Source: an optimization exercise on an open RTL-to-GDS flow (aim: small area, a short achievable clock period and few clock cycles). Production flows keep margins and buffers that such runs may drop. The RTL was checked by simulation tests, not by an equivalence proof against the original design. Power is estimated from default activity; no workload was simulated.

**flow/config.mk**
```make
export PLATFORM = sky130hd
export DESIGN_NAME = tc_engine
export DESIGN_NICKNAME = tc_engine
export VERILOG_FILES = /design/flow/design.v
export SDC_FILE = /design/flow/constraint.sdc
export NUM_CORES = 4
export LEC_CHECK = 0
export CAP_MARGIN = 20
export CORE_MARGIN = 2
export CORE_UTILIZATION = 40
export SETUP_SLACK_MARGIN = 2
export SLEW_MARGIN = 20
```
**flow/run.sh**
```bash
#!/bin/bash
# synth_recipe.tcl (not shown) runs the flow's synth.tcl, then flattens the netlist and writes it again
# the make line also repeats each setting of config.mk as NAME=value (left out here)
make -C /OpenROAD-flow-scripts/flow DESIGN_CONFIG=/design/flow/config.mk WORK_HOME=/design/flow/orfs CLKGATE_MAP_FILE= SYNTH_SCRIPT=/design/flow/synth_recipe.tcl finish
```
**flow/constraint.sdc**
```tcl
create_clock -name core_clock -period 60.0 [get_ports {clk}]
set_input_delay 12.0000 -clock core_clock [delete_from_list [all_inputs] [get_ports {clk}]]
set_output_delay 12.0000 -clock core_clock [all_outputs]
set_load 0.01 [all_outputs]
```
**flow/design.v**
```verilog
module tc_engine (
    input  wire        clk,
    input  wire        rst,           
    input  wire        cmd_valid,
    output reg         cmd_ready,
    input  wire [1:0]  cmd_op,        
    input  wire [47:0] cmd_data,      
    input  wire [15:0] cmd_cent,      
    input  wire        cmd_midf,      
    output reg         done,
    output reg  [2:0]  done_evt,      
    output reg  [2:0]  eng_state,
    output reg         mode,
    output wire [3:0]  err_code,
    output reg  [5:0]  sec,
    output reg  [5:0]  min,
    output reg  [4:0]  hr,
    output wire [31:0] days,
    output reg  [1:0]  page,
    output reg  [15:0] cent,
    output reg         midf,
    output reg         bank,
    output wire [1:0]  blink,
    output reg         lcd_on,
    output wire [47:0] disp0,         
    output wire [47:0] disp1
);
    localparam [1:0] OP_TICK = 2'd0, OP_COMMIT = 2'd1, OP_LAUNCH = 2'd2, OP_RESTORE = 2'd3;
    localparam [2:0] ST_IDLE = 3'd0, ST_COUNTING = 3'd2, ST_UNLOCKING = 3'd3,
                     ST_TERMINAL = 3'd4, ST_ERROR = 3'd5;
    localparam [2:0] PH_IDLE = 3'd0, PH_COMMIT = 3'd1, PH_RV = 3'd2, PH_R1 = 3'd3,
                     PH_RC = 3'd4, PH_R2 = 3'd5, PH_RADD = 3'd6, PH_DD = 3'd7;
    localparam [23:0] CD_BLANK = 24'hFFFFFF, CD_ERR = 24'hEAAFF2, CD_NINES = 24'h999999;
    function [6:0] f60;
        input [6:0] i;
        begin
            f60[0] = (i[0]);
            f60[1] = (!i[6] & !i[5] & !i[4] & !i[2] & i[1]) | (i[5] & !i[4] & !i[3] & !i[2] & !i[1]) | (i[6] & !i[4] & i[2] & !i[1]) | (i[5] & !i[4] & i[2] & i[1]) | (!i[6] & !i[5] & !i[4] & i[3]) | (i[6] & i[4] & !i[3] & !i[2] & !i[1]) | (i[5] & i[4] & !i[2] & i[1]) | (!i[6] & !i[5] & i[4] & i[2] & !i[1]) | (i[5] & i[4] & i[3]) | (i[6] & i[4] & i[2] & i[1]);
            f60[2] = (!i[6] & !i[5] & !i[4] & i[2] & !i[1]) | (i[6] & !i[4] & !i[3] & !i[2] & !i[1]) | (i[5] & !i[4] & !i[2] & i[1]) | (i[6] & !i[4] & i[2] & i[1]) | (i[5] & !i[4] & i[3]) | (!i[6] & !i[5] & i[4] & !i[3] & !i[2] & !i[1]) | (i[6] & i[4] & !i[2] & i[1]) | (i[5] & i[4] & i[2] & !i[1]) | (i[6] & i[4] & i[3]) | (!i[6] & !i[5] & i[4] & i[2] & i[1]);
            f60[3] = (!i[5] & !i[4] & i[2] & i[1]) | (!i[6] & !i[5] & i[3]) | (i[5] & !i[3] & !i[2]) | (i[6] & !i[4] & i[1]) | (i[6] & i[2]) | (i[6] & i[4] & i[3]) | (i[5] & i[4] & !i[3] & !i[1]) | (!i[6] & !i[5] & i[4] & !i[2] & !i[1]);
            f60[4] = (!i[6] & !i[5] & i[4] & i[1]) | (!i[6] & !i[5] & i[4] & i[2]) | (i[5] & !i[4] & !i[3] & !i[2]) | (i[6] & !i[4] & !i[3]) | (!i[6] & i[4] & i[3]) | (!i[6] & i[4] & i[2] & i[1]);
            f60[5] = (i[5] & i[2]) | (i[6] & !i[4] & !i[3]) | (i[5] & i[3]) | (i[5] & i[4]);
            f60[6] = (i[6] & i[3]) | (i[6] & i[4]);
        end
    endfunction
    function [9:0] f24;
        input [9:0] i;
        begin
            f24[0] = (i[0]);
            f24[1] = (i[9] & !i[5] & i[2] & !i[1]) | (i[9] & i[3]) | (!i[9] & !i[8] & i[5] & i[4] & !i[3] & !i[2] & !i[1]) | (i[9] & i[5] & !i[2] & i[1]) | (!i[8] & i[6] & !i[3] & !i[2] & !i[1]) | (i[8] & i[7] & !i[3] & !i[1]) | (i[7] & i[2] & !i[1]) | (!i[8] & i[7] & i[3]) | (i[8] & !i[7] & !i[6] & !i[5] & i[3]) | (i[6] & i[4] & !i[3] & !i[2] & !i[1]) | (i[8] & i[6] & !i[5] & i[2] & i[1]) | (i[6] & i[5] & !i[3] & !i[2] & !i[1]) | (i[8] & !i[6] & i[5] & i[1]) | (!i[9] & !i[8] & !i[7] & !i[6] & !i[4] & i[1]) | (!i[9] & !i[7] & !i[6] & !i[5] & !i[2] & i[1]) | (!i[8] & i[6] & i[4] & i[2] & !i[1]) | (!i[9] & !i[8] & !i[7] & !i[6] & i[2] & i[1]) | (i[7] & i[4] & i[3]) | (!i[8] & i[6] & i[5] & i[4] & i[3]) | (!i[8] & i[6] & i[5] & i[2] & !i[1]) | (i[6] & !i[5] & !i[4] & i[2] & i[1]) | (i[8] & i[5] & !i[4] & i[2] & i[1]) | (i[6] & i[5] & i[4] & i[2] & !i[1]) | (i[8] & i[6] & !i[5] & !i[4] & i[1]);
            f24[2] = (!i[9] & !i[8] & !i[7] & !i[6] & !i[5] & i[2]) | (i[8] & !i[7] & !i[6] & !i[5] & !i[3] & !i[2]) | (i[8] & i[7] & !i[4] & i[2] & !i[1]) | (i[9] & !i[5] & !i[4] & i[3]) | (!i[8] & i[7] & !i[4] & i[3]) | (i[8] & i[7] & i[4] & i[2] & i[1]) | (i[8] & i[7] & i[4] & i[3]) | (i[9] & i[5] & !i[3] & !i[2]) | (i[8] & !i[6] & i[5] & i[2]) | (!i[9] & !i[8] & !i[6] & i[5] & i[3]) | (!i[8] & i[6] & !i[5] & !i[4] & !i[3] & !i[2] & !i[1]) | (i[8] & i[6] & !i[5] & i[3]) | (!i[8] & i[6] & !i[5] & i[4] & !i[2] & i[1]) | (i[8] & i[6] & i[5] & !i[4] & !i[3] & !i[2] & !i[1]) | (!i[8] & i[6] & i[5] & !i[4] & !i[2] & i[1]) | (!i[8] & i[6] & i[5] & !i[4] & i[2] & !i[1]) | (i[8] & i[6] & i[5] & i[4] & !i[2] & i[1]) | (i[8] & i[5] & i[4] & i[2] & !i[1]) | (!i[8] & i[6] & i[5] & i[4] & i[2] & i[1]) | (!i[8] & !i[6] & !i[5] & !i[4] & i[2] & i[1]) | (i[8] & i[7] & !i[4] & !i[2] & i[1]) | (!i[9] & !i[8] & i[5] & i[4] & i[3]) | (i[8] & i[6] & !i[5] & i[4] & !i[2] & !i[1]) | (!i[8] & i[6] & !i[5] & i[4] & i[2] & !i[1]) | (!i[8] & !i[6] & i[5] & i[4] & !i[3] & !i[2] & !i[1]);
            f24[3] = (!i[8] & i[7] & !i[3] & !i[2] & !i[1]) | (i[9] & !i[5] & !i[3] & !i[2] & !i[1]) | (i[8] & !i[7] & !i[6] & !i[5] & i[2] & !i[1]) | (i[8] & i[7] & !i[4] & i[2] & i[1]) | (!i[9] & !i[8] & !i[7] & !i[6] & !i[5] & i[3]) | (i[9] & i[5] & i[2] & !i[1]) | (!i[8] & i[6] & !i[5] & !i[4] & !i[2] & i[1]) | (i[8] & i[6] & i[5] & !i[4] & !i[2] & i[1]) | (!i[8] & i[6] & i[5] & !i[4] & i[2] & i[1]) | (i[8] & !i[6] & i[5] & i[3]) | (!i[9] & !i[8] & !i[6] & i[5] & i[4] & !i[2] & i[1]) | (i[8] & i[6] & !i[5] & i[4] & !i[2] & i[1]) | (!i[8] & i[6] & !i[5] & i[4] & i[2] & i[1]) | (i[8] & i[6] & i[5] & i[4] & i[2] & i[1]);
            f24[4] = (i[9] & !i[5] & !i[4] & i[1]) | (i[9] & !i[5] & !i[4] & i[2]) | (i[9] & !i[4] & i[3]) | (i[9] & !i[4] & i[2] & i[1]) | (!i[8] & i[6] & !i[4] & !i[3] & !i[2]) | (i[7] & !i[4] & i[1]) | (i[8] & i[7] & !i[4] & !i[3]) | (i[7] & !i[4] & i[2]) | (i[8] & !i[6] & !i[5] & !i[4] & i[2] & i[1]) | (!i[8] & i[7] & !i[4] & i[3]) | (i[8] & !i[7] & !i[6] & !i[5] & !i[4] & i[3]) | (i[8] & i[6] & !i[5] & i[4] & i[2]) | (i[6] & i[5] & !i[4] & !i[3] & !i[2]) | (i[8] & !i[6] & i[5] & i[4]) | (!i[9] & !i[8] & !i[7] & !i[6] & !i[5] & i[4]) | (i[8] & i[6] & i[4] & i[3]) | (!i[8] & i[6] & i[5] & !i[4] & !i[3]) | (i[9] & i[4] & !i[3] & !i[2] & !i[1]) | (!i[6] & i[5] & i[4] & i[2] & !i[1]) | (i[8] & !i[7] & !i[6] & i[4] & !i[3] & !i[1]) | (i[6] & !i[5] & i[4] & i[3]) | (!i[9] & !i[6] & i[5] & i[4] & i[3]) | (i[9] & i[5] & i[4] & !i[3] & !i[2]) | (!i[9] & !i[6] & i[5] & i[4] & i[2]) | (i[8] & !i[7] & !i[6] & i[4] & !i[2] & i[1]) | (!i[8] & i[7] & i[4] & !i[3] & !i[2] & !i[1]);
            f24[5] = (i[8] & i[7] & !i[4] & i[3]) | (i[8] & i[7] & i[4] & !i[3] & !i[2] & !i[1]) | (!i[8] & i[7] & i[4] & !i[2] & i[1]) | (i[9] & !i[5] & i[4] & !i[2] & i[1]) | (!i[8] & i[7] & i[4] & i[2] & !i[1]) | (i[9] & !i[5] & i[4] & i[2] & !i[1]) | (i[8] & !i[7] & !i[6] & !i[5] & i[4] & i[2] & i[1]) | (i[8] & !i[7] & !i[6] & !i[5] & i[4] & i[3]) | (!i[9] & !i[8] & !i[6] & i[5] & !i[4] & !i[3] & !i[2]) | (i[9] & i[5] & i[4] & i[2] & i[1]) | (i[8] & i[6] & !i[5] & !i[4] & !i[3] & !i[2]) | (i[8] & i[6] & i[5] & !i[4] & i[2]) | (!i[8] & i[6] & !i[5] & !i[4] & i[2]) | (!i[8] & i[6] & i[5] & !i[4] & i[3]) | (!i[8] & i[6] & i[5] & i[4] & !i[3] & !i[2] & !i[1]) | (i[9] & i[5] & i[4] & i[3]);
            f24[6] = (i[9] & i[4] & i[2] & i[1]) | (i[9] & i[4] & i[3]) | (i[9] & i[5]) | (!i[6] & i[5] & i[2]) | (!i[6] & i[5] & i[3]) | (i[7] & !i[4]) | (i[7] & !i[3] & !i[2] & !i[1]) | (i[8] & !i[6] & i[5]) | (!i[6] & i[5] & i[4]) | (i[6] & !i[5] & !i[4] & !i[3] & !i[2]) | (i[5] & i[4] & i[3]) | (i[8] & i[5] & i[3]) | (i[8] & i[5] & i[4]) | (i[5] & i[4] & i[1]) | (i[5] & i[4] & i[2]) | (!i[8] & i[6] & !i[5] & !i[4] & !i[3]) | (!i[8] & i[7] & !i[3] & !i[2]) | (!i[8] & i[7] & i[2] & !i[1]);
            f24[7] = (i[6] & i[3]) | (i[6] & i[4]) | (i[7] & !i[4]) | (i[7] & !i[3] & !i[2] & !i[1]) | (i[8] & i[6] & i[2]) | (i[6] & i[5]) | (!i[8] & i[7] & !i[3] & !i[2]) | (!i[8] & i[7] & i[2] & !i[1]);
            f24[8] = (!i[8] & i[7] & i[4] & i[2] & i[1]) | (!i[8] & i[7] & i[4] & i[3]) | (i[8] & !i[7]) | (i[8] & !i[4]) | (i[8] & !i[3] & !i[2] & !i[1]);
            f24[9] = (i[9]) | (i[8] & i[7] & i[4] & i[1]) | (i[8] & i[7] & i[4] & i[3]) | (i[8] & i[7] & i[4] & i[2]);
        end
    endfunction
    function [7:0] yadd_s;
        input [6:0] i;
        begin
            yadd_s[0] = (i[0]);
            yadd_s[1] = (!i[3] & !i[2] & !i[1]) | (i[2] & i[1]);
            yadd_s[2] = (!i[2] & !i[1]);
            yadd_s[3] = (!i[2] & i[1]);
            yadd_s[4] = (!i[4] & i[2]) | (!i[4] & i[3]) | (i[4] & !i[3] & !i[2]);
            yadd_s[5] = (i[5] & i[4] & i[2]) | (i[6] & !i[4]) | (i[6] & !i[3] & !i[2]) | (i[5] & i[4] & i[3]);
            yadd_s[6] = (!i[6] & !i[5] & !i[4]) | (!i[6] & !i[5] & !i[3] & !i[2]) | (i[6] & i[4] & i[2]) | (i[6] & i[4] & i[3]);
            yadd_s[7] = (i[4] & i[2]) | (i[4] & i[3]) | (i[5]) | (i[6]);
        end
    endfunction
    function [7:0] yadd_m;
        input [7:0] i;
        begin
            yadd_m[0] = (i[7] & !i[0]) | (!i[7] & i[0]);
            yadd_m[1] = (i[7] & i[1] & i[0]) | (i[2] & !i[1] & !i[0]) | (!i[7] & i[2] & !i[1]) | (!i[7] & i[3]) | (i[3] & !i[0]);
            yadd_m[2] = (i[7] & i[2] & i[0]) | (i[2] & i[1]) | (!i[7] & i[3]) | (i[3] & !i[0]);
            yadd_m[3] = (!i[7] & !i[3] & !i[2] & !i[1]) | (!i[3] & !i[2] & !i[1] & !i[0]) | (i[7] & i[3] & i[0]);
            yadd_m[4] = (i[7] & !i[4] & i[0]) | (!i[4] & i[1]) | (!i[4] & i[2]) | (!i[4] & i[3]) | (!i[7] & i[4] & !i[3] & !i[2] & !i[1]) | (i[4] & !i[3] & !i[2] & !i[1] & !i[0]);
            yadd_m[5] = (i[5] & i[4] & i[3]) | (i[7] & i[5] & i[4] & i[0]) | (i[5] & i[4] & i[1]) | (i[5] & i[4] & i[2]) | (i[6] & !i[4]) | (!i[7] & i[6] & !i[3] & !i[2] & !i[1]) | (i[6] & !i[3] & !i[2] & !i[1] & !i[0]);
            yadd_m[6] = (!i[6] & !i[5] & !i[4]) | (!i[7] & !i[6] & !i[5] & !i[3] & !i[2] & !i[1]) | (i[6] & i[4] & i[1]) | (i[6] & i[4] & i[3]) | (!i[6] & !i[5] & !i[3] & !i[2] & !i[1] & !i[0]) | (i[7] & i[6] & i[4] & i[0]) | (i[6] & i[4] & i[2]);
            yadd_m[7] = (i[4] & i[1]) | (i[7] & i[4] & i[0]) | (i[4] & i[2]) | (i[4] & i[3]) | (i[5]) | (i[6]);
        end
    endfunction
    function [6:0] yadd_h;
        input [6:0] i;
        begin
            yadd_h[0] = (!i[6] & !i[0]) | (i[6] & i[0]);
            yadd_h[1] = (!i[3] & !i[2] & !i[1] & i[0]) | (i[6] & !i[3] & !i[2] & !i[1]) | (!i[6] & !i[2] & i[1] & !i[0]) | (i[6] & i[2] & i[1]) | (!i[6] & i[3] & !i[0]) | (i[2] & i[1] & i[0]);
            yadd_h[2] = (i[5] & i[1] & i[0]) | (i[6] & i[5] & i[1]) | (!i[5] & !i[3] & !i[2] & !i[1]) | (!i[4] & i[3] & i[0]) | (!i[6] & !i[5] & !i[3] & !i[2] & !i[0]) | (i[6] & !i[4] & i[3]);
            yadd_h[3] = (i[6] & !i[5] & !i[2] & i[1]) | (!i[5] & !i[2] & i[1] & i[0]) | (!i[6] & i[2] & !i[1] & !i[0]);
            yadd_h[4] = (!i[4] & i[2] & i[0]) | (i[6] & !i[4] & i[2]) | (!i[4] & i[2] & i[1]) | (!i[4] & i[3]) | (i[4] & !i[3] & !i[2]) | (!i[6] & i[4] & !i[3] & !i[1] & !i[0]);
            yadd_h[5] = (i[6] & i[4] & i[2]) | (!i[6] & i[4] & i[3] & !i[0]) | (i[4] & i[2] & i[0]) | (i[4] & i[2] & i[1]);
            yadd_h[6] = (i[5]) | (i[6] & i[4] & i[3]) | (i[4] & i[3] & i[0]);
        end
    endfunction
    function [19:0] mrom;
        input [5:0] i;
        begin
            mrom[0] = 1'b1;
            mrom[1] = 1'b1;
            mrom[2] = (i[5] & i[2] & i[1]) | (!i[5] & i[4] & i[1]) | (i[5] & !i[4] & !i[2] & i[0]) | (!i[5] & !i[3] & !i[1] & i[0]) | (!i[5] & !i[4] & !i[1] & !i[0]) | (i[5] & i[4] & !i[1] & !i[0]);
            mrom[3] = (!i[5] & !i[1] & i[0]) | (!i[4] & !i[3] & !i[2]) | (i[2] & i[1] & !i[0]) | (!i[5] & i[3]) | (i[3] & i[0]) | (i[5] & !i[2] & i[1]) | (i[5] & i[2] & !i[0]);
            mrom[4] = (!i[4] & !i[3] & !i[2] & !i[1]) | (i[2] & i[1]) | (i[1] & !i[0]) | (!i[5] & !i[3] & !i[1] & i[0]) | (i[5] & i[3] & !i[0]);
            mrom[5] = (!i[2] & i[1]) | (i[5] & !i[4] & !i[3] & !i[1]) | (!i[5] & !i[3] & !i[2] & i[0]) | (i[2] & !i[1] & !i[0]);
            mrom[6] = (!i[4]) | (!i[1] & !i[0]) | (i[5] & !i[1]);
            mrom[7] = (i[0]);
            mrom[8] = (!i[4] & !i[1]) | (i[4] & i[1]);
            mrom[9] = (!i[4] & !i[2] & !i[1]) | (i[2] & i[1]);
            mrom[10] = (!i[3] & !i[2] & !i[1]) | (i[4]);
            mrom[11] = (!i[4] & !i[3] & !i[2] & !i[1]);
            mrom[12] = (!i[4] & !i[3] & !i[2] & !i[1]);
            mrom[13] = (!i[4] & !i[3] & !i[2] & !i[1]);
            mrom[14] = (!i[4] & !i[3] & !i[2] & !i[1]);
            mrom[15] = (!i[4] & !i[3] & !i[2] & !i[1]);
            mrom[16] = (!i[4] & !i[3] & !i[2] & !i[1]);
            mrom[17] = (!i[4] & !i[3] & !i[2] & !i[1]);
            mrom[18] = (!i[4] & !i[3] & !i[2] & !i[1]);
            mrom[19] = (!i[4] & !i[3] & !i[2] & !i[1]);
        end
    endfunction
    function [5:0] b2b6;
        input [6:0] i;
        begin
            b2b6[0] = (i[0]);
            b2b6[1] = (!i[4] & i[1]) | (i[4] & !i[1]);
            b2b6[2] = (!i[5] & !i[4] & i[2]) | (!i[5] & i[4] & !i[2] & i[1]) | (i[5] & !i[4] & !i[2]) | (i[5] & !i[2] & !i[1]) | (!i[5] & i[2] & !i[1]) | (i[5] & i[4] & i[2] & i[1]);
            b2b6[3] = (!i[6] & !i[4] & i[3]) | (i[5] & !i[4] & i[2]) | (i[6] & !i[4] & !i[3]) | (i[6] & i[4] & i[3]) | (i[6] & i[2] & i[1]) | (!i[6] & !i[5] & i[4] & !i[3] & !i[2]) | (i[5] & i[4] & !i[3] & !i[2] & !i[1]) | (!i[6] & !i[5] & i[4] & !i[3] & !i[1]);
            b2b6[4] = (!i[5] & i[4] & i[2] & i[1]) | (!i[5] & i[4] & i[3]) | (i[5] & !i[4]) | (i[6] & i[3]) | (i[5] & !i[3] & !i[2] & !i[1]) | (i[6] & i[4]);
            b2b6[5] = (i[5] & i[4] & i[1]) | (i[5] & i[4] & i[2]) | (i[5] & i[4] & i[3]) | (i[6]);
        end
    endfunction
    function [4:0] b2b5;
        input [5:0] i;
        begin
            b2b5[0] = (i[0]);
            b2b5[1] = (!i[4] & i[1]) | (i[4] & !i[1]);
            b2b5[2] = (i[5]) | (!i[4] & i[2]) | (i[4] & !i[2] & i[1]) | (i[2] & !i[1]);
            b2b5[3] = (!i[4] & i[3]) | (i[4] & !i[3] & !i[2]) | (i[4] & !i[3] & !i[1]);
            b2b5[4] = (i[5]) | (i[4] & i[3]) | (i[4] & i[2] & i[1]);
        end
    endfunction
    function [6:0] glyph;
        input [3:0] i;
        begin
            glyph[0] = (!i[3] & i[1]) | (i[3] & !i[1]) | (i[2] & !i[1] & i[0]) | (i[2] & i[1] & !i[0]) | (!i[3] & !i[2] & !i[0]);
            glyph[1] = (!i[3] & !i[2]) | (!i[1] & !i[0]) | (!i[3] & i[1] & i[0]) | (!i[2] & i[0]);
            glyph[2] = (!i[1]) | (!i[3] & i[2]) | (!i[3] & i[0]);
            glyph[3] = (i[2] & !i[1] & i[0]) | (i[3] & !i[1]) | (!i[3] & i[1] & !i[0]) | (!i[2] & i[1] & i[0]) | (i[2] & i[1] & !i[0]) | (!i[3] & !i[2] & !i[0]);
            glyph[4] = (!i[2] & !i[0]) | (i[1] & !i[0]);
            glyph[5] = (!i[1] & !i[0]) | (i[2] & !i[1]) | (i[2] & !i[0]) | (i[3] & !i[1]);
            glyph[6] = (!i[2] & i[1]) | (i[2] & !i[1]) | (i[2] & !i[0]) | (i[3] & !i[2]);
        end
    endfunction
    function [3:0] add3;
        input [3:0] i;
        begin
            add3[0] = (i[3] & !i[0]) | (!i[3] & !i[2] & i[0]) | (i[2] & i[1] & !i[0]);
            add3[1] = (i[3] & !i[0]) | (!i[2] & i[1]) | (i[1] & i[0]);
            add3[2] = (i[3] & i[0]) | (i[2] & !i[1] & !i[0]);
            add3[3] = (i[2] & i[0]) | (i[3]) | (i[2] & i[1]);
        end
    endfunction
    function [3:0] inc10;
        input [3:0] i;
        begin
            inc10[0] = (!i[0]) | (i[3] & i[1]);
            inc10[1] = (!i[3] & !i[1] & i[0]) | (i[1] & !i[0]);
            inc10[2] = (!i[2] & i[1] & i[0]) | (i[2] & !i[1]) | (i[2] & !i[0]);
            inc10[3] = (i[3] & !i[0]) | (!i[3] & i[2] & i[1] & i[0]);
        end
    endfunction
    function [3:0] dec10;
        input [3:0] i;
        begin
            dec10[0] = (!i[0]);
            dec10[1] = (i[3] & !i[0]) | (i[1] & i[0]) | (i[2] & !i[1] & !i[0]);
            dec10[2] = (i[3] & !i[0]) | (i[2] & i[0]) | (i[2] & i[1]);
            dec10[3] = (!i[3] & !i[2] & !i[1] & !i[0]) | (i[3] & i[0]);
        end
    endfunction
    function [19:0] radd;
        input [19:0] a, b;
        input        ci;
        reg c;
        integer i;
        begin
            c = ci;
            for (i = 0; i < 20; i = i + 1) begin
                radd[i] = a[i] ^ b[i] ^ c;
                c = (a[i] & b[i]) | (c & (a[i] ^ b[i]));
            end
        end
    endfunction
    function [23:0] dd2;
        input [23:0] x;
        input [1:0]  b;
        reg [23:0] y;
        integer k;
        begin
            for (k = 0; k < 6; k = k + 1) y[4*k +: 4] = add3(x[4*k +: 4]);
            y = {y[22:0], b[1]};
            for (k = 0; k < 6; k = k + 1) y[4*k +: 4] = add3(y[4*k +: 4]);
            dd2 = {y[22:0], b[0]};
        end
    endfunction
    function [23:0] page_inc;
        input [23:0] x;
        reg c;
        integer k;
        begin
            c = 1'b1;
            for (k = 0; k < 6; k = k + 1) begin
                page_inc[4*k +: 4] = c ? inc10(x[4*k +: 4]) : x[4*k +: 4];
                c = c & (x[4*k +: 4] == 4'd9);
            end
        end
    endfunction
    function [23:0] blank_lead;
        input [23:0] x;
        reg lead;
        integer k;
        begin
            lead = 1'b1;
            for (k = 5; k >= 0; k = k - 1) begin
                if (x[4*k +: 4] != 4'd0 || k == 0) lead = 1'b0;
                blank_lead[4*k +: 4] = lead ? 4'hF : x[4*k +: 4];
            end
        end
    endfunction
    function ge1e6;
        input [19:0] v;
        reg gt, eq;
        integer i;
        reg [19:0] c;
        begin
            c = 20'd1000000; gt = 1'b0; eq = 1'b1;
            for (i = 19; i >= 0; i = i - 1) begin
                gt = gt | (eq & v[i] & !c[i]);
                eq = eq & (v[i] == c[i]);
            end
            ge1e6 = gt | eq;
        end
    endfunction
    reg [23:0] cd;                    
    reg [19:0] dys;                   
    reg [23:0] dbcd;                  
    reg [15:0] dic;                   
    reg        errf;                  
    reg        blinkf;                
    reg [2:0]  ph;
    reg [3:0]  cnt;
    reg        flag;                  
    reg        yl;                    
    reg        mflag;                 
    assign days = {12'd0, dys};
    assign err_code = {2'b00, errf, 1'b0};
    assign blink = {blinkf, 1'b0};
    genvar gp;
    generate
        for (gp = 0; gp < 6; gp = gp + 1) begin : g_disp
            assign disp0[8*gp +: 8] = {1'b0, glyph(cd[4*gp +: 4])};
            assign disp1[8*gp +: 8] = {1'b0, glyph(dbcd[4*gp +: 4])};
        end
    endgenerate
    wire [3:0] s_o = cd[3:0],   s_t = cd[7:4];
    wire [3:0] m_o = cd[11:8],  m_t = cd[15:12];
    wire [3:0] h_o = cd[19:16], h_t = cd[23:20];
    wire hms_zero = cd == 24'd0;
    wire hms_one  = cd == 24'd1;
    wire hms_top  = cd == 24'h235959;
    wire dys_zero = dys == 20'd0;
    reg [23:0] cd_up, cd_dn;
    always @(*) begin
        cd_up = cd;
        if (s_o != 4'd9) cd_up[3:0] = inc10(s_o);
        else begin
            cd_up[3:0] = 4'd0;
            if (s_t != 4'd5) cd_up[7:4] = inc10(s_t);
            else begin
                cd_up[7:4] = 4'd0;
                if (m_o != 4'd9) cd_up[11:8] = inc10(m_o);
                else begin
                    cd_up[11:8] = 4'd0;
                    if (m_t != 4'd5) cd_up[15:12] = inc10(m_t);
                    else begin
                        cd_up[15:12] = 4'd0;
                        if (hms_top) cd_up[23:16] = 8'h00;
                        else if (h_o != 4'd9) cd_up[19:16] = inc10(h_o);
                        else begin cd_up[19:16] = 4'd0; cd_up[23:20] = inc10(h_t); end
                    end
                end
            end
        end
        cd_dn = cd;
        if (s_o != 4'd0) cd_dn[3:0] = dec10(s_o);
        else begin
            cd_dn[3:0] = 4'd9;
            if (s_t != 4'd0) cd_dn[7:4] = dec10(s_t);
            else begin
                cd_dn[7:4] = 4'd5;
                if (m_o != 4'd0) cd_dn[11:8] = dec10(m_o);
                else begin
                    cd_dn[11:8] = 4'd9;
                    if (m_t != 4'd0) cd_dn[15:12] = dec10(m_t);
                    else begin
                        cd_dn[15:12] = 4'd5;
                        if (h_o != 4'd0) cd_dn[19:16] = dec10(h_o);
                        else if (h_t != 4'd0) begin cd_dn[19:16] = 4'd9; cd_dn[23:20] = dec10(h_t); end
                        else cd_dn[23:16] = 8'h23;
                    end
                end
            end
        end
    end
    wire [3:0] cx = dbcd[19:16];      
    wire [1:0] cu = dbcd[21:20];      
    wire [6:0] fs = f60({s_t[2:0], s_o});
    wire [6:0] fm = f60({m_t[2:0], m_o});
    wire [3:0] xh = (cu == 2'd1) ? cx : fm[6:3];
    wire [9:0] fh = f24({h_t[1:0], h_o, xh});
    wire [7:0] ys = yadd_s({s_t[2:0], s_o});
    wire [7:0] ym = yadd_m({ys[7], m_t[2:0], m_o});
    wire [6:0] yh = yadd_h({ym[7], h_t[1:0], h_o});
    wire       c5x = !dys_zero && !flag;              
    wire       cnext = yl ? (cx == 4'd1) : !c5x && !(cu == 2'd3 && cx != 4'd0);
    wire [3:0] ya = dbcd[23:20], yb = dbcd[19:16];
    wire [3:0] mt = dbcd[15:12], mo = dbcd[11:8];
    wire [3:0] dt = dbcd[7:4],   dn = dbcd[3:0];
    wire leap = !yb[0] && (yb[1] == ya[0]);
    wire feb = (mt == 4'd0) && (mo == 4'd2);
    wire m31 = (mt == 4'd0) ? (mo == 4'd1 || mo == 4'd3 || mo == 4'd5 || mo == 4'd7 || mo == 4'd8)
                            : (mo == 4'd0 || mo == 4'd2);
    wire digs_ok = (ya <= 4'd9) && (yb <= 4'd9) && (mo <= 4'd9) && (dn <= 4'd9)
                && (h_o <= 4'd9) && (m_o <= 4'd9) && (s_o <= 4'd9);
    wire mm_ok = (mt == 4'd0) ? (mo != 4'd0) : (mt == 4'd1) && (mo <= 4'd2);
    wire dd_ok = (dt <= 4'd2) ? ((dt != 4'd0 || dn != 4'd0) && !(feb && dt == 4'd2 && dn == 4'd9 && !leap))
               : (dt == 4'd3) && ((dn == 4'd0 && !feb) || (dn == 4'd1 && m31));
    wire hh_ok = (h_t <= 4'd1) || (h_t == 4'd2 && h_o <= 4'd3);
    wire ts_ok = digs_ok && mm_ok && dd_ok && hh_ok && (m_t <= 4'd5) && (s_t <= 4'd5);
    wire yhi = (ya >= 4'd5);          
    wire [1:0] k2 = cnt[1:0];
    wire [15:0] cent_inc = cent + 16'd1;
    wire [15:0] dic_inc = dic + 16'd1;
    wire cent_big = (cent[15:5] != 11'd0) || (cent[4:2] == 3'b111);
    wire take = cmd_valid && cmd_ready;
    reg        n_ready, n_done, n_mode, n_errf, n_midf, n_bank, n_blinkf, n_lcd;
    reg        n_flag, n_yl, n_mflag;
    reg [2:0]  n_evt, n_st, n_ph;
    reg [1:0]  n_page;
    reg [3:0]  n_cnt;
    reg [15:0] n_cent, n_dic;
    reg [19:0] n_dys;
    reg [23:0] n_cd, n_dbcd;
    reg        bupd, bzero;
    reg [19:0] a_op, b_op;
    reg        c_in;
    reg [19:0] sum;
    reg [23:0] t24;
    always @(*) begin
        n_ready = cmd_ready; n_done = 1'b0; n_evt = done_evt;
        n_st = eng_state; n_mode = mode; n_errf = errf; n_page = page;
        n_cent = cent; n_midf = midf; n_bank = bank; n_blinkf = blinkf; n_lcd = lcd_on;
        n_cd = cd; n_dys = dys; n_dbcd = dbcd; n_dic = dic;
        n_ph = ph; n_cnt = cnt; n_flag = flag; n_yl = yl; n_mflag = mflag;
        bupd = 1'b0; bzero = 1'b0;
        a_op = dys; b_op = 20'd0; c_in = 1'b0;
        t24 = 24'd0;
        case (ph)
        PH_IDLE: begin
            if (mode) c_in = 1'b1; else b_op = 20'hFFFFF;        
        end
        PH_COMMIT: begin
            if (yl) begin
                b_op = 20'd365; c_in = yh[6];
            end else if (c5x) begin
                a_op = {dys[17:0], 2'b00}; b_op = dys;
            end else begin
                a_op = {dys[18:0], 1'b0}; b_op = {16'd0, (cu == 2'd2) ? cx : fh[9:6]};
            end
        end
        PH_RV, PH_R1: begin
            a_op = (ph == PH_RV) ? 20'd0 : {dys[18:0], 1'b0};
            case ({ya[k2], yb[k2]})
                2'b00: b_op = 20'd0;
                2'b01: b_op = 20'd1461;
                2'b10: b_op = 20'd14610;
                default: b_op = 20'd16071;
            endcase
        end
        PH_RC: begin
            case (k2)
                2'd2: b_op = mrom({leap, mt[0], mo});
                2'd1: b_op = {13'd0, dt[1:0], dt[1:0], 3'b000};
                default: b_op = {14'd0, dn, 2'b00};
            endcase
        end
        PH_R2: begin
            a_op = {dys[18:0], 1'b0};
            b_op = cent[cnt[2:0]] ? 20'd36525 : 20'd0;
        end
        default: begin  
            b_op = {4'd0, dic};
        end
        endcase
        sum = radd(a_op, b_op, c_in);
        case (ph)
        PH_IDLE: if (take) begin
            case (cmd_op)
            OP_TICK: begin
                n_done = 1'b1; n_evt = 3'b000;
                if (eng_state == ST_COUNTING && !mode) begin
                    if (hms_zero && dys_zero) begin
                        n_st = ST_UNLOCKING; n_evt = 3'b001;
                    end else begin
                        n_cd = cd_dn; bupd = 1'b1;
                        if (hms_zero) n_dys = sum;
                        if (hms_one && dys_zero) begin
                            n_st = ST_UNLOCKING; n_evt = 3'b001;
                        end
                    end
                end else if (eng_state == ST_COUNTING && mode) begin
                    n_cd = cd_up; bupd = 1'b1;
                    if (hms_top) begin
                        if (dic_inc == 16'd36525) begin
                            n_cent = cent_inc; n_midf = 1'b0; n_dic = 16'd0; n_evt = 3'b100;
                        end else begin
                            n_dic = dic_inc;
                            if (dic_inc == 16'd18263 && !midf) begin
                                n_midf = 1'b1; n_evt = 3'b100;
                            end
                        end
                    end
                    if (hms_top && dbcd == CD_NINES) begin
                        n_st = ST_TERMINAL; n_dys = 20'd0; n_page = 2'd0;
                        n_cd = CD_NINES; bzero = 1'b1; n_dbcd = CD_BLANK;
                        n_blinkf = 1'b1; n_bank = 1'b0; n_lcd = 1'b1;
                    end else begin
                        if (hms_top) begin
                            n_dys = sum; n_dbcd = page_inc(dbcd);
                        end
                        n_page = (dys_zero && !hms_top) ? 2'd0 : (page == 2'd2) ? 2'd0 : page + 2'd1;
                        if (n_page != 2'd2) begin
                            n_bank = n_page[0]; n_lcd = 1'b1;
                        end else n_lcd = 1'b0;
                    end
                end
            end
            OP_LAUNCH: begin
                n_done = 1'b1; n_evt = 3'b010;
                n_cd = 24'd0; bzero = 1'b1; n_dys = 20'd0; n_cent = 16'd0; n_midf = 1'b0;
                n_dbcd = 24'hFFFFF0; n_dic = 16'd0;
                n_mode = 1'b1; n_page = 2'd0; n_st = ST_COUNTING;
                n_bank = 1'b0; n_lcd = 1'b1; n_blinkf = 1'b0;
            end
            OP_COMMIT: begin
                n_ready = 1'b0; n_evt = 3'b010;
                n_cd = 24'd0; n_dys = 20'd0; n_dbcd = {2'b00, cmd_data[21:0]};
                n_ph = PH_COMMIT; n_cnt = 4'd4; n_flag = 1'b0; n_yl = 1'b0;
            end
            default: begin  
                n_ready = 1'b0;
                n_cd = cmd_data[23:0]; n_dbcd = cmd_data[47:24]; n_dic = cmd_cent; n_mflag = cmd_midf;
                n_ph = PH_RV; n_cnt = 4'd3;
            end
            endcase
        end
        PH_COMMIT: begin
            if (yl) begin
                n_cd = {2'b00, yh[5:4], yh[3:0], 1'b0, ym[6:4], ym[3:0], 1'b0, ys[6:4], ys[3:0]};
                n_dys = sum;
                if (cx == 4'd1) n_yl = 1'b0;
                n_dbcd[19:16] = cx - 4'd1;
            end else if (c5x) begin
                n_dys = sum; n_flag = 1'b1;
            end else begin
                n_cd = {2'b00, fh[5:4], fh[3:0], 1'b0, fm[2:0], fs[6:3], 1'b0, fs[2:0],
                        (cu == 2'd0) ? cx : 4'd0};
                n_dys = sum; n_flag = 1'b0;
                if (cu == 2'd3 && cx != 4'd0) n_yl = 1'b1;
            end
            if (cnext) begin
                n_dbcd[19:0] = {dbcd[15:0], 4'd0};
                n_cnt = cnt - 4'd1;
                if (cnt == 4'd0) begin
                    n_st = ST_COUNTING; n_mode = 1'b0; n_page = 2'd0;
                    n_bank = 1'b0; n_lcd = 1'b1; n_blinkf = 1'b0;
                    n_dbcd = CD_BLANK; bupd = 1'b1;
                    n_ph = PH_IDLE; n_done = 1'b1; n_ready = 1'b1;
                end
            end
        end
        PH_RV: begin
            if (!ts_ok) begin
                n_st = ST_ERROR; n_errf = 1'b1;
                n_blinkf = 1'b1; n_bank = 1'b0; n_lcd = 1'b1;
                n_cd = CD_ERR; n_dbcd = CD_BLANK; n_evt = 3'b000;
                n_ph = PH_IDLE; n_done = 1'b1; n_ready = 1'b1;
            end else begin
                n_cent = dic; n_midf = yhi;
                n_evt = {mflag ^ yhi, 2'b00};
                n_flag = mflag && !yhi;
                n_dys = sum;
                n_ph = PH_R1; n_cnt = 4'd2;
            end
        end
        PH_R1: begin
            n_dys = sum; n_flag = 1'b0;
            if (cnt == 4'd2) begin
                if (flag) n_cent = cent_inc;
            end else if (cent_big) begin
                n_st = ST_TERMINAL; n_dys = 20'd0; n_page = 2'd0;
                n_cd = CD_NINES; bzero = 1'b1; n_dbcd = CD_BLANK;
                n_blinkf = 1'b1; n_bank = 1'b0; n_lcd = 1'b1;
                n_ph = PH_IDLE; n_done = 1'b1; n_ready = 1'b1;
            end
            if (!(cnt != 4'd2 && cent_big)) begin
                n_cnt = cnt - 4'd1;
                if (cnt == 4'd0) begin n_ph = PH_RC; n_cnt = 4'd2; end
            end
        end
        PH_RC: begin
            n_dys = sum;
            n_cnt = cnt - 4'd1;
            if (cnt == 4'd0) begin
                n_dic = sum[17:2]; n_dys = 20'd0;
                n_ph = PH_R2; n_cnt = 4'd4;
            end
        end
        PH_R2: begin
            n_dys = sum;
            n_cnt = cnt - 4'd1;
            if (cnt == 4'd0) n_ph = PH_RADD;
        end
        PH_RADD: begin
            if (ge1e6(sum)) begin
                n_st = ST_TERMINAL; n_dys = 20'd0; n_page = 2'd0;
                n_cd = CD_NINES; bzero = 1'b1; n_dbcd = CD_BLANK;
                n_blinkf = 1'b1; n_bank = 1'b0; n_lcd = 1'b1;
                n_ph = PH_IDLE; n_done = 1'b1; n_ready = 1'b1;
            end else begin
                n_dys = sum; n_dbcd = 24'd0;
                n_ph = PH_DD; n_cnt = 4'd9;
            end
        end
        default: begin  
            t24 = dd2(dbcd, dys[19:18]);
            n_dbcd = t24;
            n_dys = {dys[17:0], dys[19:18]};
            n_cnt = cnt - 4'd1;
            if (cnt == 4'd0) begin
                n_dbcd = blank_lead(t24);
                n_st = ST_COUNTING; n_mode = 1'b1; n_page = 2'd0;
                n_bank = 1'b0; n_lcd = 1'b1; n_blinkf = 1'b0; bupd = 1'b1;
                n_ph = PH_IDLE; n_done = 1'b1; n_ready = 1'b1;
            end
        end
        endcase
    end
    always @(posedge clk) begin
        if (rst) begin
            cmd_ready <= 1'b1;
            done <= 1'b0; done_evt <= 3'b000;
            eng_state <= ST_IDLE; mode <= 1'b0; errf <= 1'b0;
            sec <= 6'd0; min <= 6'd0; hr <= 5'd0;
            dys <= 20'd0; page <= 2'd0; cent <= 16'd0; midf <= 1'b0;
            bank <= 1'b0; blinkf <= 1'b0; lcd_on <= 1'b0;
            cd <= CD_BLANK; dbcd <= CD_BLANK;
            ph <= PH_IDLE;
        end else begin
            cmd_ready <= n_ready; done <= n_done; done_evt <= n_evt;
            eng_state <= n_st; mode <= n_mode; errf <= n_errf;
            page <= n_page; cent <= n_cent; midf <= n_midf;
            bank <= n_bank; blinkf <= n_blinkf; lcd_on <= n_lcd;
            cd <= n_cd; dys <= n_dys; dbcd <= n_dbcd;
            ph <= n_ph;
            if (bzero) begin
                sec <= 6'd0; min <= 6'd0; hr <= 5'd0;
            end else if (bupd) begin
                sec <= b2b6({n_cd[6:4], n_cd[3:0]});
                min <= b2b6({n_cd[14:12], n_cd[11:8]});
                hr  <= b2b5({n_cd[21:20], n_cd[19:16]});
            end
        end
        dic <= n_dic; cnt <= n_cnt; flag <= n_flag; yl <= n_yl; mflag <= n_mflag;
    end
endmodule
```
==> results.txt <==
-- cells in the final DEF (no fill, tap or decap), drive strengths merged, types with 14 or more instances in the layout --
master / Yosys / final
a211o: 14 / 14
a211oi: 78 / 78
a21o: 14 / 14
a21oi: 278 / 278
a221oi: 38 / 38
a22oi: 58 / 58
a311oi: 19 / 19
a31oi: 36 / 36
and2: 14 / 14
and3: 29 / 29
buf: 90 / 78
clkbuf: 204 / 20
clkdlybuf4s50: 0 / 221
conb: 1 / 28
dfxtp: 120 / 120
edfxtp: 23 / 23
fa: 19 / 19
ha: 109 / 109
inv: 81 / 86
mux2i: 25 / 25
nand2: 246 / 246
nand2b: 38 / 38
nand3: 83 / 83
nand4: 24 / 24
nor2: 315 / 315
nor2b: 30 / 30
nor3: 81 / 81
nor4: 31 / 31
o211ai: 51 / 51
o21ai: 258 / 258
o22ai: 21 / 21
o311ai: 17 / 17
o31ai: 29 / 29
or3: 32 / 32
xnor2: 33 / 33
-- cell type report --
type / count / area share, %
multi-input cells: 2327 / 66.0
flip-flops and latches: 143 / 13.8
repair buffers: 299 / 12.4
well taps: 615 / 3.42
clock buffers: 20 / 2.08
inverters: 90 / 1.50
clock inverters: 12 / 0.768
diodes: 1 / 0.0111
-- worst min-delay path, cell delays in order (launching register included) --
cell and delay (ns):
dfxtp_1 0.32, nand2_1 0.05, a21oi_1 0.05
-- cells by family (layout without fill, tap and decap cells) --
family,after synthesis,in the layout
AO/OA/AOI/OAI,1077,1077
XOR/XNOR,43,43
adder cells (fa/ha/maj),128,128
buffers and inverters,384,421
flip-flops,143,143
multiplexers,42,42
other,1,29
AND/OR/NAND/NOR,1009,1009
-- state kept, by name, indices dropped and copies added, names as in the netlist, 4 cells and up --
| register | count |
|---|---|
| cd | 24 |
| cent | 16 |
| cnt | 4 |
| dbcd | 24 |
| dic | 16 |
| dys | 20 |
| hr | 5 |
| min | 6 |
| sec | 6 |
-- where the power goes --
| group | switching, µW | internal (µW) |
|---|---|---|
| registers | 86.3 | 138 |
| logic | 771 | 466 |
| clock network | 54.4 | 70.0 |
| total | 912 | 673 |
-- stage by stage --
| stage | instances | setup slack, ns | hold slack [ns] | instance area, µm² | util [%] |
|---|---|---|---|---|---|
| floorplan | 2854 | 45.37 | 0.442 | 19500 | - |
| global placement | 3474 | 43.59 | 0.457 | 21800 | 45.7 |
| detailed placement | 3474 | 43.52 | 0.455 | 21800 | 45.7 |
| CTS | 3506 | 44.09 | 0.467 | 22500 | 47.1 |
| global route | 3506 | 43.71 | 0.505 | 22500 | 47.1 |
| finish | 3507 | 43.87 | 0.469 | 22500 | 47.1 |
-- per-layer routing --
metal | global-route usage (%) | share of wire, %
met1 | 52.8 | 40
met2 | 57.1 | 41
met3 | 10.6 | 13
met4 | 21.4 | 6.2
met5 | 0 | 0
-- worst paths after layout --
path	from	end	depth (start not counted)
max	cmd_op[0]	sec[3]$_SDFFE_PP0P_	14
min reg2reg	sec[2]$_SDFFE_PP0P_	sec[2]$_SDFFE_PP0P_	2
max reg2reg	cd[13]$_SDFF_PP1_	cd[22]$_SDFFE_PP1P_	42
min	sec[2]$_SDFFE_PP0P_	sec[2]$_SDFFE_PP0P_	2
==> summary.txt <==
STA
  • Ratio of final minimum period to clock period: 26.9%
  • Final Hold Viols: 0
  • Worst Tran Pin Value: 1.38 ns
  • Slew Limit Fails: 0
  • Setup TNS: 0 ns
  • Normalized max-slew margin: 7.33%
  • RSZ-0062 raised after global routing: false
  • Fmax: 62.0 MHz
  • Clk_skew: 0.0192 ns
  • Fin crit period: 16.13 ns
  • # setup viols final: 0

Yosys
  • Top post-synthesis cells by area: dfxtp_1 (12%), a21oi_1 (7.2%), ha_1 (7.0%)
  • Syn Area/Cell: 6.86 µm²
  • XOR/XNOR Fraction of Synth Area: 1.94%
  • Post-Syn Instances: 2,827
  • EDFF count, synth: 23
  • Sequential share of the synthesized area: 16.0%
  • Multiplexer share of the synthesized area: 2.51%
  • Main synth FF type: dfxtp_1
  • Top-count cell post-synth: nor2_1
  • Largest family of logic cells by synthesized area: compound AO/OA/AOI/OAI gates
  • Async set-or-reset flop fraction in the synthesized netlist: 0%
  • Commonest cells post-synth: nor2_1 (314), a21oi_1 (278), o21ai_0 (248)
  • Post-synthesis cell type count: 108
  • Compound-gate portion of the synthesized area: 36.7%
  • Post-synthesis simple-gate area fraction: 25.6%
  • Top cell type's share of synthesized area: 12.4%
  • Yosys reg bits: 143
  • Area leader, netlist: dfxtp_1
  • Post-synthesis adder-cell area fraction: 9.00%
  • Mapped Area: 19,400 µm²
  • Synthesis warning total: 1

Critical path
  • Critical path, cell by cell: clkdlybuf4s50_1, inv_1, ha_1, buf_4, or4b_2, nor3_1, o21ai_0, a21oi_1, o21ai_0, o211ai_1, o22ai_1, nor4b_1, o2bb2ai_1, a311oi_1
  • CP delay by family, top: simple AND/OR/NAND/NOR gates
  • WP data required: 60.42 ns
  • R2R Setup Slk: 44.87 ns
  • Slowest-stage cell, CP: nor3_1
  • Max incr delay on CP: 0.89 ns
  • Max FO, Critical Path: 33
  • Worst path most repeated cell: o21ai_0
  • CP bufs+invs: 3
  • Setup crit end kind: flop
  • WP data arrival: 16.55 ns
  • Setup crit start kind: primary input
  • Critical path class: in -> reg

Clock tree
  • CTS Buf Count: 17
  • CTS tree: yes
  • Clock Path Buffers: 2
  • # H-tree levels: 4
  • Post-CTS sizing: 0
  • Clk sinks: 143
  • Clock latency (worst-skew pair): 0.52 ns
  • Postcts setup bufs: 0
  • Root Buffer: clkbuf_16
  • Clock-pin slew on the worst setup and hold paths: 0.08 ns
  • Hold buffer count at CTS: 0

Routing
  • Vias per cell: 6.99
  • Drt initial violations: 3,537
  • Vias post-DR: 24,512
  • Number of routed nets with antenna violations: 0
  • WL/cell: 29.0 µm
  • Drt pass-1 iters: 7
  • DRC viols: 0
  • DRT Wirelength: 102,000 µm

Pwr
  • Total power: 1580 µW
  • Static leakage: 0.00837 µW
  • VDD IR-drop max: 0.0000355 V
  • PD cells: 70.5 nW/µm²

Global routing
  • Initial antenna violation count: 4
  • First-pass GRT wire length: 149,000 µm
  • Number of global-route vias before repair: 22,620
  • GRT Overall Usage: 39.4%
  • GR Overflow Total: 0
  • Largest net degree at the start of global routing: 65

Cells and area
  • Area Overhead vs Synth: 16.0%
  • Fillers: 4,920
  • Final net count: 3,076
  • Area of the multi-input gates: 14,800 µm²
  • Share of cells above drive strength 1: 6.47%
  • Register area: 3090 µm²

Hold path
  • Worst hold-check path type: reg -> reg

Floorplan
  • Area of the core: 47,700 µm²
  • IO Pins: 251
  • Initial core utilization: 40.6%
  • Die width: 224 µm
  • # rows: 80
  • DIE HEIGHT: 224 µm
  • Die area: 50,200 µm²

Place
  • Final Wtd Congestion: 1.03
  • Placed wire-length estimate: 73,300 µm
  • # port buffers: 222

Status
  • Status: finished clean

Run
  • Max cap viols: 0
Testbench counts, summed over its fixed seeds: cycles 27,091.

==> re-timing with driven ports <==
In the flow no input, the clock included, has a driving cell. The finished layout below was timed again as built, in two steps.
Step 1: set_driving_cell puts a clkbuf_16 on clk and a buf_2 on each other input, an assumption about the parent block.
Step 2, shift: input delay + t, output delay - t, t = (earliest + latest rising clock arrival at the registers) / 2. This alone moves slack from input paths to output paths.
Three values: ideal ports, drivers, drivers and shift; two values: the first two.
t, ns: 0.577
setup slack, ns: 43.874 / 43.914 / 43.337
worst register clock-pin slew, ns: 0.08 / 0.08
After both steps setup and hold are still met in this run. For this run, drivers alone change the setup slack by +0.040 ns; drivers and shift together by -0.537 ns.
